This is an optimization exercise on Yosys and OpenROAD, whose aim is a short achievable clock period, not a production implementation. The RTL was checked by simulation tests, not by an equivalence proof against the original design. Power is estimated from default activity; no workload was simulated.

[design/flow/run.sh]
#!/bin/bash
# synth_recipe.tcl (not shown) runs the flow's synth.tcl, then flattens the netlist and writes it again
# the make line also repeats each setting of config.mk as NAME=value (left out here)
make -C /OpenROAD-flow-scripts/flow DESIGN_CONFIG=/design/flow/config.mk WORK_HOME=/design/flow/orfs CLKGATE_MAP_FILE= SYNTH_SCRIPT=/design/flow/synth_recipe.tcl finish
[design/flow/constraint.sdc]
create_clock -name core_clock -period 7.0 [get_ports {clk}]
set_input_delay 1.4000 -clock core_clock [delete_from_list [all_inputs] [get_ports {clk}]]
set_output_delay 1.4000 -clock core_clock [all_outputs]
set_load 0.01 [all_outputs]
[design/flow/config.mk]
export PLATFORM = sky130hd
export DESIGN_NAME = rd_dds
export DESIGN_NICKNAME = rd_dds
export VERILOG_FILES = /design/flow/design.v
export SDC_FILE = /design/flow/constraint.sdc
export NUM_CORES = 4
export LEC_CHECK = 0
export ABC_CLOCK_PERIOD_IN_PS = 1500
export CAP_MARGIN = 20
export CORE_MARGIN = 2
export CORE_UTILIZATION = 35
export PLACE_DENSITY = 0.55
export SETUP_SLACK_MARGIN = 4.5
export SLEW_MARGIN = 20
[design/flow/design.v]
module rd_dds_sine (
  input  wire [6:0] idx,
  output reg  [6:0] amp
);
  wire [6:0] f = {idx[6:5], idx[4:0] ^ {5{idx[5]}}};
  always @(*) begin
    case (f)
      7'd0: amp = 7'd64;
      7'd1: amp = 7'd67;
      7'd2: amp = 7'd70;
      7'd3: amp = 7'd73;
      7'd4: amp = 7'd76;
      7'd5: amp = 7'd79;
      7'd6: amp = 7'd82;
      7'd7: amp = 7'd85;
      7'd8: amp = 7'd88;
      7'd9: amp = 7'd91;
      7'd10: amp = 7'd93;
      7'd11: amp = 7'd96;
      7'd12: amp = 7'd99;
      7'd13: amp = 7'd101;
      7'd14: amp = 7'd104;
      7'd15: amp = 7'd106;
      7'd16: amp = 7'd108;
      7'd17: amp = 7'd111;
      7'd18: amp = 7'd113;
      7'd19: amp = 7'd115;
      7'd20: amp = 7'd116;
      7'd21: amp = 7'd118;
      7'd22: amp = 7'd120;
      7'd23: amp = 7'd121;
      7'd24: amp = 7'd122;
      7'd25: amp = 7'd123;
      7'd26: amp = 7'd124;
      7'd27: amp = 7'd125;
      7'd28: amp = 7'd126;
      7'd29: amp = 7'd126;
      7'd30: amp = 7'd127;
      7'd31: amp = 7'd127;
      7'd32: amp = 7'd67;
      7'd33: amp = 7'd70;
      7'd34: amp = 7'd73;
      7'd35: amp = 7'd76;
      7'd36: amp = 7'd79;
      7'd37: amp = 7'd82;
      7'd38: amp = 7'd85;
      7'd39: amp = 7'd88;
      7'd40: amp = 7'd91;
      7'd41: amp = 7'd93;
      7'd42: amp = 7'd96;
      7'd43: amp = 7'd99;
      7'd44: amp = 7'd101;
      7'd45: amp = 7'd104;
      7'd46: amp = 7'd106;
      7'd47: amp = 7'd108;
      7'd48: amp = 7'd111;
      7'd49: amp = 7'd113;
      7'd50: amp = 7'd115;
      7'd51: amp = 7'd116;
      7'd52: amp = 7'd118;
      7'd53: amp = 7'd120;
      7'd54: amp = 7'd121;
      7'd55: amp = 7'd122;
      7'd56: amp = 7'd123;
      7'd57: amp = 7'd124;
      7'd58: amp = 7'd125;
      7'd59: amp = 7'd126;
      7'd60: amp = 7'd126;
      7'd61: amp = 7'd127;
      7'd62: amp = 7'd127;
      7'd63: amp = 7'd127;
      7'd64: amp = 7'd64;
      7'd65: amp = 7'd60;
      7'd66: amp = 7'd57;
      7'd67: amp = 7'd54;
      7'd68: amp = 7'd51;
      7'd69: amp = 7'd48;
      7'd70: amp = 7'd45;
      7'd71: amp = 7'd42;
      7'd72: amp = 7'd39;
      7'd73: amp = 7'd36;
      7'd74: amp = 7'd34;
      7'd75: amp = 7'd31;
      7'd76: amp = 7'd28;
      7'd77: amp = 7'd26;
      7'd78: amp = 7'd23;
      7'd79: amp = 7'd21;
      7'd80: amp = 7'd19;
      7'd81: amp = 7'd16;
      7'd82: amp = 7'd14;
      7'd83: amp = 7'd12;
      7'd84: amp = 7'd11;
      7'd85: amp = 7'd9;
      7'd86: amp = 7'd7;
      7'd87: amp = 7'd6;
      7'd88: amp = 7'd5;
      7'd89: amp = 7'd4;
      7'd90: amp = 7'd3;
      7'd91: amp = 7'd2;
      7'd92: amp = 7'd1;
      7'd93: amp = 7'd1;
      7'd94: amp = 7'd0;
      7'd95: amp = 7'd0;
      7'd96: amp = 7'd60;
      7'd97: amp = 7'd57;
      7'd98: amp = 7'd54;
      7'd99: amp = 7'd51;
      7'd100: amp = 7'd48;
      7'd101: amp = 7'd45;
      7'd102: amp = 7'd42;
      7'd103: amp = 7'd39;
      7'd104: amp = 7'd36;
      7'd105: amp = 7'd34;
      7'd106: amp = 7'd31;
      7'd107: amp = 7'd28;
      7'd108: amp = 7'd26;
      7'd109: amp = 7'd23;
      7'd110: amp = 7'd21;
      7'd111: amp = 7'd19;
      7'd112: amp = 7'd16;
      7'd113: amp = 7'd14;
      7'd114: amp = 7'd12;
      7'd115: amp = 7'd11;
      7'd116: amp = 7'd9;
      7'd117: amp = 7'd7;
      7'd118: amp = 7'd6;
      7'd119: amp = 7'd5;
      7'd120: amp = 7'd4;
      7'd121: amp = 7'd3;
      7'd122: amp = 7'd2;
      7'd123: amp = 7'd1;
      7'd124: amp = 7'd1;
      7'd125: amp = 7'd0;
      7'd126: amp = 7'd0;
      7'd127: amp = 7'd0;
      default: amp = 7'd0;
    endcase
  end
endmodule
module rd_dds_sine34 (
  input  wire [6:0] idx,
  output reg  [6:0] amp
);
  wire [6:0] f = {idx[6:5], idx[4:0] ^ {5{idx[5]}}};
  always @(*) begin
    case (f)
      7'd0: amp = 7'd48;
      7'd1: amp = 7'd51;
      7'd2: amp = 7'd53;
      7'd3: amp = 7'd55;
      7'd4: amp = 7'd57;
      7'd5: amp = 7'd60;
      7'd6: amp = 7'd62;
      7'd7: amp = 7'd64;
      7'd8: amp = 7'd66;
      7'd9: amp = 7'd69;
      7'd10: amp = 7'd70;
      7'd11: amp = 7'd72;
      7'd12: amp = 7'd75;
      7'd13: amp = 7'd76;
      7'd14: amp = 7'd78;
      7'd15: amp = 7'd80;
      7'd16: amp = 7'd81;
      7'd17: amp = 7'd84;
      7'd18: amp = 7'd85;
      7'd19: amp = 7'd87;
      7'd20: amp = 7'd87;
      7'd21: amp = 7'd89;
      7'd22: amp = 7'd90;
      7'd23: amp = 7'd91;
      7'd24: amp = 7'd92;
      7'd25: amp = 7'd93;
      7'd26: amp = 7'd93;
      7'd27: amp = 7'd94;
      7'd28: amp = 7'd95;
      7'd29: amp = 7'd95;
      7'd30: amp = 7'd96;
      7'd31: amp = 7'd96;
      7'd32: amp = 7'd51;
      7'd33: amp = 7'd53;
      7'd34: amp = 7'd55;
      7'd35: amp = 7'd57;
      7'd36: amp = 7'd60;
      7'd37: amp = 7'd62;
      7'd38: amp = 7'd64;
      7'd39: amp = 7'd66;
      7'd40: amp = 7'd69;
      7'd41: amp = 7'd70;
      7'd42: amp = 7'd72;
      7'd43: amp = 7'd75;
      7'd44: amp = 7'd76;
      7'd45: amp = 7'd78;
      7'd46: amp = 7'd80;
      7'd47: amp = 7'd81;
      7'd48: amp = 7'd84;
      7'd49: amp = 7'd85;
      7'd50: amp = 7'd87;
      7'd51: amp = 7'd87;
      7'd52: amp = 7'd89;
      7'd53: amp = 7'd90;
      7'd54: amp = 7'd91;
      7'd55: amp = 7'd92;
      7'd56: amp = 7'd93;
      7'd57: amp = 7'd93;
      7'd58: amp = 7'd94;
      7'd59: amp = 7'd95;
      7'd60: amp = 7'd95;
      7'd61: amp = 7'd96;
      7'd62: amp = 7'd96;
      7'd63: amp = 7'd96;
      7'd64: amp = 7'd48;
      7'd65: amp = 7'd45;
      7'd66: amp = 7'd43;
      7'd67: amp = 7'd41;
      7'd68: amp = 7'd39;
      7'd69: amp = 7'd36;
      7'd70: amp = 7'd34;
      7'd71: amp = 7'd32;
      7'd72: amp = 7'd30;
      7'd73: amp = 7'd27;
      7'd74: amp = 7'd26;
      7'd75: amp = 7'd24;
      7'd76: amp = 7'd21;
      7'd77: amp = 7'd20;
      7'd78: amp = 7'd18;
      7'd79: amp = 7'd16;
      7'd80: amp = 7'd15;
      7'd81: amp = 7'd12;
      7'd82: amp = 7'd11;
      7'd83: amp = 7'd9;
      7'd84: amp = 7'd9;
      7'd85: amp = 7'd7;
      7'd86: amp = 7'd6;
      7'd87: amp = 7'd5;
      7'd88: amp = 7'd4;
      7'd89: amp = 7'd3;
      7'd90: amp = 7'd3;
      7'd91: amp = 7'd2;
      7'd92: amp = 7'd1;
      7'd93: amp = 7'd1;
      7'd94: amp = 7'd0;
      7'd95: amp = 7'd0;
      7'd96: amp = 7'd45;
      7'd97: amp = 7'd43;
      7'd98: amp = 7'd41;
      7'd99: amp = 7'd39;
      7'd100: amp = 7'd36;
      7'd101: amp = 7'd34;
      7'd102: amp = 7'd32;
      7'd103: amp = 7'd30;
      7'd104: amp = 7'd27;
      7'd105: amp = 7'd26;
      7'd106: amp = 7'd24;
      7'd107: amp = 7'd21;
      7'd108: amp = 7'd20;
      7'd109: amp = 7'd18;
      7'd110: amp = 7'd16;
      7'd111: amp = 7'd15;
      7'd112: amp = 7'd12;
      7'd113: amp = 7'd11;
      7'd114: amp = 7'd9;
      7'd115: amp = 7'd9;
      7'd116: amp = 7'd7;
      7'd117: amp = 7'd6;
      7'd118: amp = 7'd5;
      7'd119: amp = 7'd4;
      7'd120: amp = 7'd3;
      7'd121: amp = 7'd3;
      7'd122: amp = 7'd2;
      7'd123: amp = 7'd1;
      7'd124: amp = 7'd1;
      7'd125: amp = 7'd0;
      7'd126: amp = 7'd0;
      7'd127: amp = 7'd0;
      default: amp = 7'd0;
    endcase
  end
endmodule
module rd_dds_symtab (
  input  wire [4:0] sym,
  output reg  [7:0] step_a,
  output reg  [7:0] step_b,
  output reg  [12:0] sel_a,    
  output reg  [8:0] sel_b     
);
  always @(*) begin
    case (sym)
      5'd0: begin step_a = 8'd86; step_b = 8'd60; sel_a = 13'd1; sel_b = 9'd2; end
      5'd1: begin step_a = 8'd77; step_b = 8'd45; sel_a = 13'd2; sel_b = 9'd4; end
      5'd2: begin step_a = 8'd86; step_b = 8'd45; sel_a = 13'd1; sel_b = 9'd4; end
      5'd3: begin step_a = 8'd95; step_b = 8'd45; sel_a = 13'd4; sel_b = 9'd4; end
      5'd4: begin step_a = 8'd77; step_b = 8'd49; sel_a = 13'd2; sel_b = 9'd8; end
      5'd5: begin step_a = 8'd86; step_b = 8'd49; sel_a = 13'd1; sel_b = 9'd8; end
      5'd6: begin step_a = 8'd95; step_b = 8'd49; sel_a = 13'd4; sel_b = 9'd8; end
      5'd7: begin step_a = 8'd77; step_b = 8'd55; sel_a = 13'd2; sel_b = 9'd16; end
      5'd8: begin step_a = 8'd86; step_b = 8'd55; sel_a = 13'd1; sel_b = 9'd16; end
      5'd9: begin step_a = 8'd95; step_b = 8'd55; sel_a = 13'd4; sel_b = 9'd16; end
      5'd10: begin step_a = 8'd77; step_b = 8'd60; sel_a = 13'd2; sel_b = 9'd2; end
      5'd11: begin step_a = 8'd95; step_b = 8'd60; sel_a = 13'd4; sel_b = 9'd2; end
      5'd12: begin step_a = 8'd96; step_b = 8'd83; sel_a = 13'd8; sel_b = 9'd32; end
      5'd13: begin step_a = 8'd58; step_b = 8'd45; sel_a = 13'd16; sel_b = 9'd4; end
      5'd14: begin step_a = 8'd70; step_b = 8'd45; sel_a = 13'd32; sel_b = 9'd4; end
      5'd15: begin step_a = 8'd70; step_b = 8'd58; sel_a = 13'd32; sel_b = 9'd64; end
      5'd16: begin step_a = 8'd83; step_b = 8'd45; sel_a = 13'd64; sel_b = 9'd4; end
      5'd17: begin step_a = 8'd83; step_b = 8'd58; sel_a = 13'd64; sel_b = 9'd64; end
      5'd18: begin step_a = 8'd83; step_b = 8'd70; sel_a = 13'd64; sel_b = 9'd128; end
      5'd19: begin step_a = 8'd96; step_b = 8'd45; sel_a = 13'd8; sel_b = 9'd4; end
      5'd20: begin step_a = 8'd96; step_b = 8'd58; sel_a = 13'd8; sel_b = 9'd64; end
      5'd21: begin step_a = 8'd96; step_b = 8'd70; sel_a = 13'd8; sel_b = 9'd128; end
      5'd22: begin step_a = 8'd109; step_b = 8'd70; sel_a = 13'd128; sel_b = 9'd128; end
      5'd23: begin step_a = 8'd109; step_b = 8'd96; sel_a = 13'd128; sel_b = 9'd256; end
      5'd24: begin step_a = 8'd166; step_b = 8'd0; sel_a = 13'd256; sel_b = 9'd1; end
      5'd25: begin step_a = 8'd64; step_b = 8'd0; sel_a = 13'd512; sel_b = 9'd1; end
      5'd26: begin step_a = 8'd32; step_b = 8'd0; sel_a = 13'd1024; sel_b = 9'd1; end
      5'd27: begin step_a = 8'd33; step_b = 8'd0; sel_a = 13'd2048; sel_b = 9'd1; end
      5'd28: begin step_a = 8'd50; step_b = 8'd0; sel_a = 13'd4096; sel_b = 9'd1; end
      default: begin step_a = 8'd0; step_b = 8'd0; sel_a = 13'd0; sel_b = 9'd0; end
    endcase
  end
endmodule
module rd_dds_engine (
  input  wire        clk,
  input  wire        rst,
  input  wire [31:0] cmd,
  input  wire        cmd_valid,
  output wire        cmd_ready,
  input  wire        tick,
  output reg  [7:0]  sample,
  output wire        out_en,
  output wire        busy
);
  localparam NA = 13;
  localparam NB = 9;
  localparam [8*NA-1:0] KA = {8'd50, 8'd33, 8'd32, 8'd64, 8'd166, 8'd109, 8'd83,
                              8'd70, 8'd58, 8'd96, 8'd95, 8'd77, 8'd86};
  localparam [8*NB-1:0] KB = {8'd96, 8'd70, 8'd58, 8'd83, 8'd55, 8'd49, 8'd45,
                              8'd60, 8'd0};
  localparam [4*29-1:0] SYM_A = {4'd12, 4'd11, 4'd10, 4'd9, 4'd8, 4'd7, 4'd7, 4'd3,
                                 4'd3, 4'd3, 4'd6, 4'd6, 4'd6, 4'd5, 4'd5, 4'd4,
                                 4'd3, 4'd2, 4'd1, 4'd2, 4'd0, 4'd1, 4'd2, 4'd0,
                                 4'd1, 4'd2, 4'd0, 4'd1, 4'd0};
  localparam [4*29-1:0] SYM_B = {4'd0, 4'd0, 4'd0, 4'd0, 4'd0, 4'd8, 4'd7, 4'd7,
                                 4'd6, 4'd2, 4'd7, 4'd6, 4'd2, 4'd6, 4'd2, 4'd2,
                                 4'd5, 4'd1, 4'd1, 4'd4, 4'd4, 4'd4, 4'd3, 4'd3,
                                 4'd3, 4'd2, 4'd2, 4'd2, 4'd1};
  function [7:0] ka; input integer i; begin ka = KA[8*i +: 8]; end endfunction
  function [7:0] kb; input integer i; begin kb = KB[8*i +: 8]; end endfunction
  reg busy_q, busy_o, oen_q, rdy_q;
  assign busy      = busy_o;
  assign out_en    = oen_q;
  assign cmd_ready = rdy_q;
  wire [4:0]  sym      = cmd[20:16];
  wire [15:0] dur      = cmd[15:0];
  wire        hdr_tone = (cmd[31:21] == 11'h100);
  wire        is_init  = (cmd == 32'h1000_0000);
  wire        sym_tune = (sym == 5'd27) || (sym == 5'd28);
  wire        sym_tone = !(sym[4] && sym[3] && (sym[2] || (sym[1] && sym[0])));   
  wire        start    = cmd_valid && hdr_tone && ((sym_tone && (dur != 16'd0)) || sym_tune);
  wire        init     = cmd_valid && !busy_q && is_init;
  wire [7:0]    tab_a, tab_b;
  wire [NA-1:0] sel_a;
  wire [NB-1:0] sel_b;
  rd_dds_symtab u_symtab (.sym(sym), .step_a(tab_a), .step_b(tab_b), .sel_a(sel_a), .sel_b(sel_b));
  reg           zph;             
  reg           fresh;           
  reg [28:0]    sym_q;           
  reg [NA-1:0]  sel_a_q;         
  reg [NB-1:0]  sel_b_q;
  reg [9:0]     k1a, k2a, k3a;   
  reg [9:0]     k1b, k2b, k3b;
  reg [5:0]     dur6;            
  reg [1:0]     tune_q;          
  reg [9:0]     pa, pb;          
  reg [9:0]     na, nb;          
  reg [9:0]     na2, nb2;        
  reg [6:0]     ra, rb;          
  reg [7:0]     st_a, st_b;      
  reg           st_b_nz;
  reg [7:0]     nxt_a1, nxt_a2;  
  reg [1:0]     more;            
  reg [3:0]     lo;              
  reg [15:0]    hi;              
  reg [15:0]    hi_m1;           
  reg           hi_is1;          
  reg           last_fin;        
  reg           last_chg;        
  reg           chg2;            
  reg [7*NA-1:0]  cra, cr2a;     
  reg [7*NB-1:0]  crb, cr2b;
  reg [8*29-1:0]  ss;            
  wire do_tick = tick && busy_q;
  function [9:0] kd; input [7:0] k; input [1:0] m;
    begin kd = 10'd4 + m * {2'b00, k}; end
  endfunction
  wire [7*NA-1:0] zcra, zcr2a;
  wire [7*NB-1:0] zcrb, zcr2b;
  genvar g;
  generate
    for (g = 0; g < NA; g = g + 1) begin : g_zra
      rd_dds_sine u_z1 (.idx(kd(KA[8*g +: 8], 2'd1) >> 3), .amp(zcra[7*g +: 7]));
      rd_dds_sine u_z2 (.idx(kd(KA[8*g +: 8], 2'd2) >> 3), .amp(zcr2a[7*g +: 7]));
    end
    for (g = 0; g < NB; g = g + 1) begin : g_zrb
      if (g == 0) begin : g_zero
        assign zcrb[6:0]  = 7'd0;
        assign zcr2b[6:0] = 7'd0;
      end else begin : g_nz
        rd_dds_sine34 u_z1 (.idx(kd(KB[8*g +: 8], 2'd1) >> 3), .amp(zcrb[7*g +: 7]));
        rd_dds_sine34 u_z2 (.idx(kd(KB[8*g +: 8], 2'd2) >> 3), .amp(zcr2b[7*g +: 7]));
      end
    end
  endgenerate
  wire busy_n   = rst ? 1'b0 : (busy_q ? !(tick && last_fin) : start);
  wire busy_o_n = rst ? 1'b0 : (busy_o ? !(tick && last_fin) : start);
  wire oen_n    = rst ? 1'b0 : (oen_q  ? !(tick && last_fin) : start);
  wire rdy_n    = rst ? 1'b1 : (rdy_q  ? !start : (tick && last_fin));
  always @(posedge clk) begin
    busy_q <= busy_n;
    busy_o <= busy_o_n;
    oen_q  <= oen_n;
    rdy_q  <= rdy_n;
    fresh  <= !busy_q;
  end
  reg [9:0] k3a_t, k3b_t;
  integer s3;
  always @(*) begin
    k3a_t = 10'd0;
    k3b_t = 10'd0;
    for (s3 = 0; s3 < 29; s3 = s3 + 1)
      if (sym == s3) begin
        k3a_t = 10'd3 * {2'b00, ka(SYM_A[4*s3 +: 4])};
        k3b_t = 10'd3 * {2'b00, kb(SYM_B[4*s3 +: 4])};
      end
  end
  always @(posedge clk) begin
    if (!busy_q) begin
      sym_q   <= 29'd1 << sym;
      sel_a_q <= sel_a;
      sel_b_q <= sel_b;
      k1a     <= {2'b00, tab_a};
      k2a     <= {1'b0, tab_a, 1'b0};
      k3a     <= k3a_t;
      k1b     <= {2'b00, tab_b};
      k2b     <= {1'b0, tab_b, 1'b0};
      k3b     <= k3b_t;
      dur6    <= dur[5:0];
      tune_q  <= (sym == 5'd27) ? 2'd1 : (sym == 5'd28) ? 2'd2 : 2'd0;
      st_a    <= tab_a;
      st_b    <= tab_b;
      st_b_nz <= (tab_b != 8'd0);
      nxt_a1  <= (sym == 5'd27) ? 8'd42 : 8'd33;
      nxt_a2  <= 8'd50;
      more    <= (sym == 5'd27) ? 2'd2 : (sym == 5'd28) ? 2'd1 : 2'd0;
      lo      <= 4'd15;
      hi      <= sym_tune ? 16'd2 : dur;
      last_fin <= 1'b0;
      last_chg <= 1'b0;
      chg2     <= 1'b0;
    end else if (tick) begin
      if (last_chg) begin
        st_a    <= nxt_a1;
        nxt_a1  <= nxt_a2;
        more    <= more - 2'd1;
        lo      <= 4'd15;
        hi      <= 16'd2;
        last_fin <= 1'b0;
        last_chg <= 1'b0;
        chg2     <= 1'b0;
      end else begin
        lo      <= lo - 4'd1;
        if (lo == 4'd0)
          hi    <= hi_m1;
        last_fin <= (lo == 4'd1) && hi_is1 && (more == 2'd0);
        last_chg <= (lo == 4'd1) && hi_is1 && (more != 2'd0);
        chg2     <= ((lo == 4'd1) || (lo == 4'd2)) && hi_is1 && (more != 2'd0);
      end
    end
  end
  always @(posedge clk) begin
    hi_m1  <= hi - 16'd1;
    hi_is1 <= (hi == 16'd1);
  end
  reg        v1, v2, v3;
  reg [7:0]  slot, wslot;
  reg [5:0]  pa01, pa23, pa45, pb01, pb23, pb45;
  reg [5:0]  qa, qa45, qb, qb45, ra_m, rb_m;
  wire [5:0] ka6 = k1a[5:0];
  wire [5:0] kb6 = k1b[5:0];
  always @(posedge clk) begin
    if (rst) begin
      v1    <= 1'b0;
      v2    <= 1'b0;
      v3    <= 1'b0;
      slot  <= 8'd0;
      wslot <= 8'd0;
    end else begin
      v1    <= fresh && busy_q;
      v2    <= v1;
      v3    <= v2;
      slot  <= {slot[6:0], v3};
      wslot <= slot;
    end
  end
  always @(posedge clk) begin
    pa01 <= (dur6[0] ? ka6 : 6'd0) + (dur6[1] ? {ka6[4:0], 1'b0} : 6'd0);
    pa23 <= (dur6[2] ? {ka6[3:0], 2'b0} : 6'd0) + (dur6[3] ? {ka6[2:0], 3'b0} : 6'd0);
    pa45 <= (dur6[4] ? {ka6[1:0], 4'b0} : 6'd0) + (dur6[5] ? {ka6[0], 5'b0} : 6'd0);
    pb01 <= (dur6[0] ? kb6 : 6'd0) + (dur6[1] ? {kb6[4:0], 1'b0} : 6'd0);
    pb23 <= (dur6[2] ? {kb6[3:0], 2'b0} : 6'd0) + (dur6[3] ? {kb6[2:0], 3'b0} : 6'd0);
    pb45 <= (dur6[4] ? {kb6[1:0], 4'b0} : 6'd0) + (dur6[5] ? {kb6[0], 5'b0} : 6'd0);
    qa   <= pa01 + pa23;
    qa45 <= pa45;
    qb   <= pb01 + pb23;
    qb45 <= pb45;
    ra_m <= qa + qa45;
    rb_m <= qb + qb45;
  end
  wire [9:0] adv_a = (tune_q == 2'd1) ? 10'd928 : (tune_q == 2'd2) ? 10'd608 : {ra_m, 4'b0000};
  wire [9:0] adv_b = (tune_q != 2'd0) ? 10'd0 : {rb_m, 4'b0000};
  always @(posedge clk) begin
    if (rst || init) begin
      pa <= 10'd4;
      pb <= 10'd4;
    end else if (v3) begin
      pa <= pa + adv_a;
      pb <= pb + adv_b;
    end
  end
  always @(posedge clk) begin
    if (rst || init)
      zph <= 1'b1;
    else if (fresh && busy_q)
      zph <= 1'b0;
  end
  reg [9:0] ua0, ua1, ua2, ua3, ub0, ub1;
  reg [9:0] ca0, ca1, ca2, ca3, cb0, cb1;
  integer j;
  always @(*) begin
    ca0 = 10'd0; ca1 = 10'd0; ca2 = 10'd0; ca3 = 10'd0; cb0 = 10'd0; cb1 = 10'd0;
    for (j = 0; j < 8; j = j + 1) begin
      if (j < 7) begin
        ca0 = ca0 | ({10{slot[j]}} & {2'b00, ka(j)});
        ca2 = ca2 | ({10{slot[j]}} & {1'b0, ka(j), 1'b0});
      end
      if (j < 6) begin
        ca1 = ca1 | ({10{slot[j]}} & {2'b00, ka(7 + j)});
        ca3 = ca3 | ({10{slot[j]}} & {1'b0, ka(7 + j), 1'b0});
      end
      cb0 = cb0 | ({10{slot[j]}} & {2'b00, kb(1 + j)});
      cb1 = cb1 | ({10{slot[j]}} & {1'b0, kb(1 + j), 1'b0});
    end
  end
  always @(posedge clk) begin
    ua0 <= pa + ca0;
    ua1 <= pa + ca1;
    ua2 <= pa + ca2;
    ua3 <= pa + ca3;
    ub0 <= pb + cb0;
    ub1 <= pb + cb1;
  end
  wire [6:0] ta0, ta1, ta2, ta3, tb0, tb1;
  rd_dds_sine   u_la0 (.idx(ua0[9:3]), .amp(ta0));
  rd_dds_sine   u_la1 (.idx(ua1[9:3]), .amp(ta1));
  rd_dds_sine   u_la2 (.idx(ua2[9:3]), .amp(ta2));
  rd_dds_sine   u_la3 (.idx(ua3[9:3]), .amp(ta3));
  rd_dds_sine34 u_lb0 (.idx(ub0[9:3]), .amp(tb0));
  rd_dds_sine34 u_lb1 (.idx(ub1[9:3]), .amp(tb1));
  always @(posedge clk) begin
    for (j = 0; j < 8; j = j + 1) begin
      if (wslot[j]) begin
        if (j < 7) begin
          cra[7*j +: 7]  <= ta0;
          cr2a[7*j +: 7] <= ta2;
        end
        if (j < 6) begin
          cra[7*(7+j) +: 7]  <= ta1;
          cr2a[7*(7+j) +: 7] <= ta3;
        end
        crb[7*(1+j) +: 7]  <= tb0;
        cr2b[7*(1+j) +: 7] <= tb1;
      end
    end
    crb[6:0]  <= 7'd0;
    cr2b[6:0] <= 7'd0;
    for (j = 0; j < 29; j = j + 1)
      ss[8*j +: 8] <= {1'b0, cra[7*SYM_A[4*j +: 4] +: 7]} + {1'b0, crb[7*SYM_B[4*j +: 4] +: 7]};
  end
  reg [6:0] sa_cr, sa_cr2, sb_cr, sb_cr2;
  reg [7:0] s_first;
  integer k;
  always @(*) begin
    sa_cr = 7'd0; sa_cr2 = 7'd0; sb_cr = 7'd0; sb_cr2 = 7'd0; s_first = 8'd0;
    for (k = 0; k < NA; k = k + 1) begin
      sa_cr  = sa_cr  | ({7{sel_a_q[k]}} & (zph ? zcra[7*k +: 7]  : cra[7*k +: 7]));
      sa_cr2 = sa_cr2 | ({7{sel_a_q[k]}} & (zph ? zcr2a[7*k +: 7] : cr2a[7*k +: 7]));
    end
    for (k = 0; k < NB; k = k + 1) begin
      sb_cr  = sb_cr  | ({7{sel_b_q[k]}} & (zph ? zcrb[7*k +: 7]  : crb[7*k +: 7]));
      sb_cr2 = sb_cr2 | ({7{sel_b_q[k]}} & (zph ? zcr2b[7*k +: 7] : cr2b[7*k +: 7]));
    end
    for (k = 0; k < 29; k = k + 1)
      s_first = s_first | ({8{sym_q[k]}} &
        (zph ? ({1'b0, zcra[7*SYM_A[4*k +: 4] +: 7]} + {1'b0, zcrb[7*SYM_B[4*k +: 4] +: 7]})
             : ss[8*k +: 8]));
  end
  wire [6:0] amp_a2, amp_b2;
  rd_dds_sine   u_sine_a (.idx(na2[9:3]), .amp(amp_a2));
  rd_dds_sine34 u_sine_b (.idx(nb2[9:3]), .amp(amp_b2));
  wire [9:0] pa_k1 = pa + k1a, pa_k2 = pa + k2a, pa_k3 = pa + k3a;
  wire [9:0] pb_k1 = pb + k1b, pb_k2 = pb + k2b, pb_k3 = pb + k3b;
  wire [9:0] na2_n = na2 + {2'b00, (chg2 ? nxt_a1 : st_a)};
  wire [9:0] nb2_n = nb2 + {2'b00, st_b};
  always @(posedge clk) begin
    if (fresh) begin
      if (tick) begin
        na  <= pa_k2;
        na2 <= pa_k3;
        ra  <= sa_cr2;
        nb  <= pb_k2;
        nb2 <= pb_k3;
        rb  <= sb_cr2;
      end else begin
        na  <= pa_k1;
        na2 <= pa_k2;
        ra  <= sa_cr;
        nb  <= pb_k1;
        nb2 <= pb_k2;
        rb  <= sb_cr;
      end
    end else if (tick) begin
      na  <= na2;
      na2 <= na2_n;
      ra  <= amp_a2;
      nb  <= nb2;
      nb2 <= nb2_n;
      rb  <= st_b_nz ? amp_b2 : 7'd0;
    end
  end
  always @(posedge clk) begin
    if (do_tick)
      sample <= fresh ? s_first : ({1'b0, ra} + {1'b0, rb});
  end
endmodule
module rd_dds_decoder (
  input  wire       clk,
  input  wire       rst,
  input  wire       dial_active,
  input  wire       pulse,
  input  wire       db_release,
  input  wire       sf_inhibit,
  input  wire [1:0] map_policy,
  output reg  [4:0] digit,
  output reg        digit_valid,
  output reg        sf_arm,
  output reg        sf_cancel
);
  localparam [4:0] SYM_OFF = 5'd31;
  reg       dialing;
  reg [3:0] cnt;         
  reg       db_lock;
  reg       pulse_q;     
  function [4:0] classify;
    input [3:0] c;
    input [1:0] policy;
    begin
      if (c >= 4'd1 && c <= 4'd10) begin
        case (policy)
          2'd1:    classify = (c == 4'd10) ? 5'd0 : 5'd10 - {1'b0, c};   
          2'd2:    classify = {1'b0, c} - 5'd1;                           
          default: classify = (c == 4'd10) ? 5'd0 : {1'b0, c};            
        endcase
      end else begin
        classify = SYM_OFF;
      end
    end
  endfunction
  wire [3:0] cnt_inc = (cnt == 4'd11) ? 4'd11 : cnt + 4'd1;
  wire [4:0] d_same  = classify(cnt, map_policy);
  wire [4:0] d_inc   = classify(cnt_inc, map_policy);
  wire lock_1   = db_lock && !db_release;                
  wire ev_dials = dial_active && !dialing;               
  wire dialing1 = dialing || dial_active;
  wire ev_edge  = pulse && !pulse_q;
  wire ev_pulse = ev_edge && !lock_1;                    
  wire counted  = ev_pulse && dialing1 && !sf_inhibit;
  wire ev_diale = !dial_active && dialing;               
  wire [4:0] d  = counted ? d_inc : d_same;
  always @(posedge clk) begin
    if (rst) begin
      dialing     <= 1'b0;
      cnt         <= 4'd0;
      digit       <= SYM_OFF;
      db_lock     <= 1'b0;
      pulse_q     <= 1'b1;
      digit_valid <= 1'b0;
      sf_arm      <= 1'b0;
      sf_cancel   <= 1'b0;
    end else begin
      dialing     <= dial_active;
      if (ev_dials)
        cnt       <= counted ? 4'd1 : 4'd0;
      else if (counted)
        cnt       <= cnt_inc;
      if (ev_diale)
        digit     <= d;
      db_lock     <= lock_1 || ev_edge;
      pulse_q     <= pulse;
      digit_valid <= ev_diale && (d != SYM_OFF);
      sf_arm      <= ev_dials;
      sf_cancel   <= (ev_pulse && dialing1) || ev_diale;
    end
  end
endmodule
module rd_dds (
  input  wire        clk,
  input  wire        rst,           
  input  wire [31:0] cmd,
  input  wire        cmd_valid,
  output wire        cmd_ready,
  input  wire        tick,
  input  wire        dial_active,
  input  wire        pulse,
  input  wire        db_release,
  input  wire        sf_inhibit,
  input  wire [1:0]  map_policy,
  output wire [7:0]  sample,
  output wire        out_en,
  output wire        busy,
  output wire [4:0]  digit,
  output wire        digit_valid,
  output wire        sf_arm,
  output wire        sf_cancel
);
  rd_dds_engine u_engine (
    .clk(clk), .rst(rst),
    .cmd(cmd), .cmd_valid(cmd_valid), .cmd_ready(cmd_ready),
    .tick(tick),
    .sample(sample), .out_en(out_en), .busy(busy)
  );
  rd_dds_decoder u_decoder (
    .clk(clk), .rst(rst),
    .dial_active(dial_active), .pulse(pulse), .db_release(db_release),
    .sf_inhibit(sf_inhibit), .map_policy(map_policy),
    .digit(digit), .digit_valid(digit_valid),
    .sf_arm(sf_arm), .sf_cancel(sf_cancel)
  );
endmodule
==> impl_metrics.toml <==
[power]
clkPwrFrac_pct = 41.2
switching_share_pct = 26.6
power_density_nw_per_um2 = 201
power.switching_mw = 3.24
p_comb_share_pct = 14.2
irDropWorstVdd_v = 0.000182
intPower_mw = 8.96
p_leak_nw = 24.1
p_seq_share_pct = 44.6

[drt]
via_per_inst = 5.83
wl_met1_mm = 77.2
drt_pre_antenna_iters = 9
met2_length_mm = 76.5
wl_per_cell_microns = 25.0
drtAntennaViolNets = 0
wl_mm = 176
wl_met3_mm = 14.3
maxUsedRoutingLayer = "met5"
drcViolationCount = 0
drtIter0Drc = 4805
vias = 41203

[clocking]
root_buffer = "clkbuf_16"
cts_tree = "yes"
htreeDepth = 3
worstSkewPairLatency_ns = 0.73
cts_buffers = 90
clk_pin_slew_ns = 0.06
max-clock-path-buffers = 3
cts_sinks = 845

[synthesis]
yosys_warnings = 5
synth-edff-count = 455
synth_seq_area_share_pct = 44.2
avgSynthCellArea_sq_um = 9.88
ys_ff_latch = 845
synth_area_sq_um = 48600
synth_top_cell_area_share_pct = 28.1
synth_ff_type = "edfxtp_1"
synth_top_cell_by_area = "edfxtp_1"
syn_nets = 5369
yosysUniqueCellTypes = 98
synthCells = 4921
async_flop_share_pct = 0
synth.area.top_cells = "edfxtp_1 28%, dfxtp_1 16%, ha_1 9.5%"

[die]
core_sq_um = 138000
dieHeight_microns = 377
ios = 61
start_util_pct = 35.3
num_rows = 136
fp.dieArea_sq_um = 142000
die-width_microns = 377

[setup_path]
worst_path_largest_cell_delay_ns = 0.38
critPathMaxFanout = 1
path_class = "register to output pin"
cp_cell_sequence = "buf_2"
crit_arrival_ns = 1.25
reg2reg_slack_ns = 4.41
cp.buffers_inverters = 1
endpoint_kind = "output pin"
required_ns = 5.60
cp_slowest_cell = "edfxtp_1"
cp-start-kind = "register"
crit_family = "flip-flops"

[grt]
overflow = 0
antenna_found_initial = 7
grt_first_pass_wirelength_mm = 255
track_usage_pct = 23.8
grt_max_degree = 60
grt_pass1_vias = 38477

[sta]
maxSlewHeadroom_pct = 30.1
worstMarginPinSlew_ns = 1.05
maxSlewViolCount = 0
hold_viol_final = 0
period_minus_slack_ns = 2.65
tns_ns = 0
finClkSkew_ns = 0.0608
max_freq_mhz = 377
period_share_pct = 37.9
final-setup-viol-count = 0
rsz0062_at_grt = "true"

[final_layout]
final_cell_mix = "455 x edfxtp_1, 338 x dfxtp_1, 335 x a21oi_1, 326 x buf_4, 308 x nor2_1"
fillers = 12838
fin_nets = 5642
final_common_cell = "edfxtp_1"
synthToLayoutAreaGrowth_pct = 24.8
drive_gt1_share_pct = 21.7
postLayoutCoreUtil_pct = 44.1

[job]
drv_cap = 0

[placed_design]
hpwl_mm = 117
place_congestion = 0.942
io_buffers = 60

[hold_path]
min_path_type = "register to register"

[status]
status = "no timing/DRC/antenna violations"
## state kept, by name, summed over array words and instances (netlist names), 8 cells and up
signal	flops
u_engine.nb2	10
u_engine.cr2a	91
u_engine.hi	16
u_engine.na2	10
u_engine.cra	91
u_engine.cr2b	56
u_engine.sym_q	29
u_engine.k3b	9
u_engine.sel_a_q	12
u_engine.ss	227
u_engine.k3a	9
u_engine.crb	56
u_engine.hi_m1	16
u_engine.st_a	8
u_engine.sample	8
## power by group through the flow
stage               Clock, mW  Sequential, mW  Combinational (mW)
finish                   5.03            5.44                1.73
global route             5.29            5.45                1.88
CTS                      5.09            5.44                1.60
detailed placement          0            5.57                1.40
global placement            0            5.57                1.40
floorplan                   0            5.50                1.07
## cell usage after synthesis (14+ instances only)
cell type and number:
edfxtp_1 455, dfxtp_1 390, a21oi_1 383, ha_1 371
nor2_1 339, o21ai_0 301, nand2_1 298, inv_1 274
clkbuf_1 213, xnor2_1 180, a22oi_1 112, nor2b_1 91
xor2_1 87, a21o_1 86, nand2b_1 83, nand3_1 76
a211oi_1 73, nor3_1 71, a221oi_1 70, o21bai_1 65
a22o_1 63, mux2i_1 57, a31oi_1 47, buf_2 45
o22ai_1 43, and2_1 38, buf_1 37, fa_1 35
nand4_1 35, o31ai_1 35, o211ai_1 32, or3_1 31
a222oi_1 30, mux2_2 30, o21a_1 22, and3_1 21
nor4_1 21, or2_2 21, a2111oi_0 17, a311oi_1 16
mux4_2 16, o2111ai_1 14
## repair_timing
action                     4_1_cts  5_1_grt
gates cloned                     9        9
pin swaps                       91      152
resized for setup              458      295
hold buffers                     0        0
setup endpoints to repair      527      318
setup buffers                  185      133
## cells by family after synthesis
group	synth area share [%]
flops	44.2
simple gates	11.7
mux	2.61
compound gates	20.8
fa+ha+maj	11.1
xor+xnor	5.01
buf+inv	4.72
## through the flow
stage	instances	power, mW	hold slack, ns	setup WS [ns]	area, sq um
after floorplan	4921	6.57	0.310	3.67	50400
after global placement	6559	6.97	0.311	2.52	52100
after detailed placement	6560	6.97	0.312	2.52	52100
after CTS	6924	12.1	0.324	4.29	58300
after global routing	7066	12.6	0.327	4.27	60700
final	7067	12.2	0.320	4.35	60700
## routing by layer
layer	vias to the layer above	global-route usage [%]
li1	18698	-
met3	404	3.87
met1	20160	33.7
met2	1937	36.2
met4	4	9.62
met5	-	0
## final timing paths
| path | cells after the start | start | endpoint |
|---|---|---|---|
| worst max-delay path | 1 | u_engine.sample[6]$_DFFE_PP_ | sample[6] |
| worst min-delay path | 0 | u_engine.qb[0]$_DFF_P_ | u_engine.rb_m[0]$_DFF_P_ |
| worst max register to register | 13 | u_engine.ua3[8]$_DFF_P_ | u_engine.cr2a[64]$_DFFE_PP_ |
| worst min register to register | 0 | u_engine.qb[0]$_DFF_P_ | u_engine.rb_m[0]$_DFF_P_ |
## final cells by class
| cell class | count | area (sq um) | area share (%) |
|---|---|---|---|
| repair buffers | 482 | 4720 | 7.78 |
| clock inverters | 46 | 583 | 0.961 |
| well taps | 1794 | 2240 | 3.70 |
| clock buffers | 124 | 2510 | 4.14 |
| flip-flops and latches | 845 | 21600 | 35.6 |
| inverters | 287 | 1180 | 1.95 |
| diodes | 1 | 2.50 | 0.00412 |
| multi-input cells | 3488 | 27900 | 45.9 |

static timing again, ports no longer ideal:
The results above use ideal ports. As a check the final layout listed here was re-extracted and re-timed, cells and wires unchanged. Step 1 assumes that a clkbuf_16 drives the clock port and a buf_2 every other input. Step 2 moves the port delays by t, midway between the first and last clock arrival at a register: inputs arrive t later, outputs are due t later. That takes back most of the time a late clock gives input paths. Slacks: ideal ports / drivers / drivers and shift; pairs: ideal ports / drivers.
shift t [ns]: 0.772
setup slack, ns: 4.347 / 4.273 / 3.527
clock arrival spread, ns: 0.062 / 0.062
After both steps this run still meets setup and hold. The setup slack of this run moves by -0.074 ns with the drivers and by -0.820 ns with both steps.
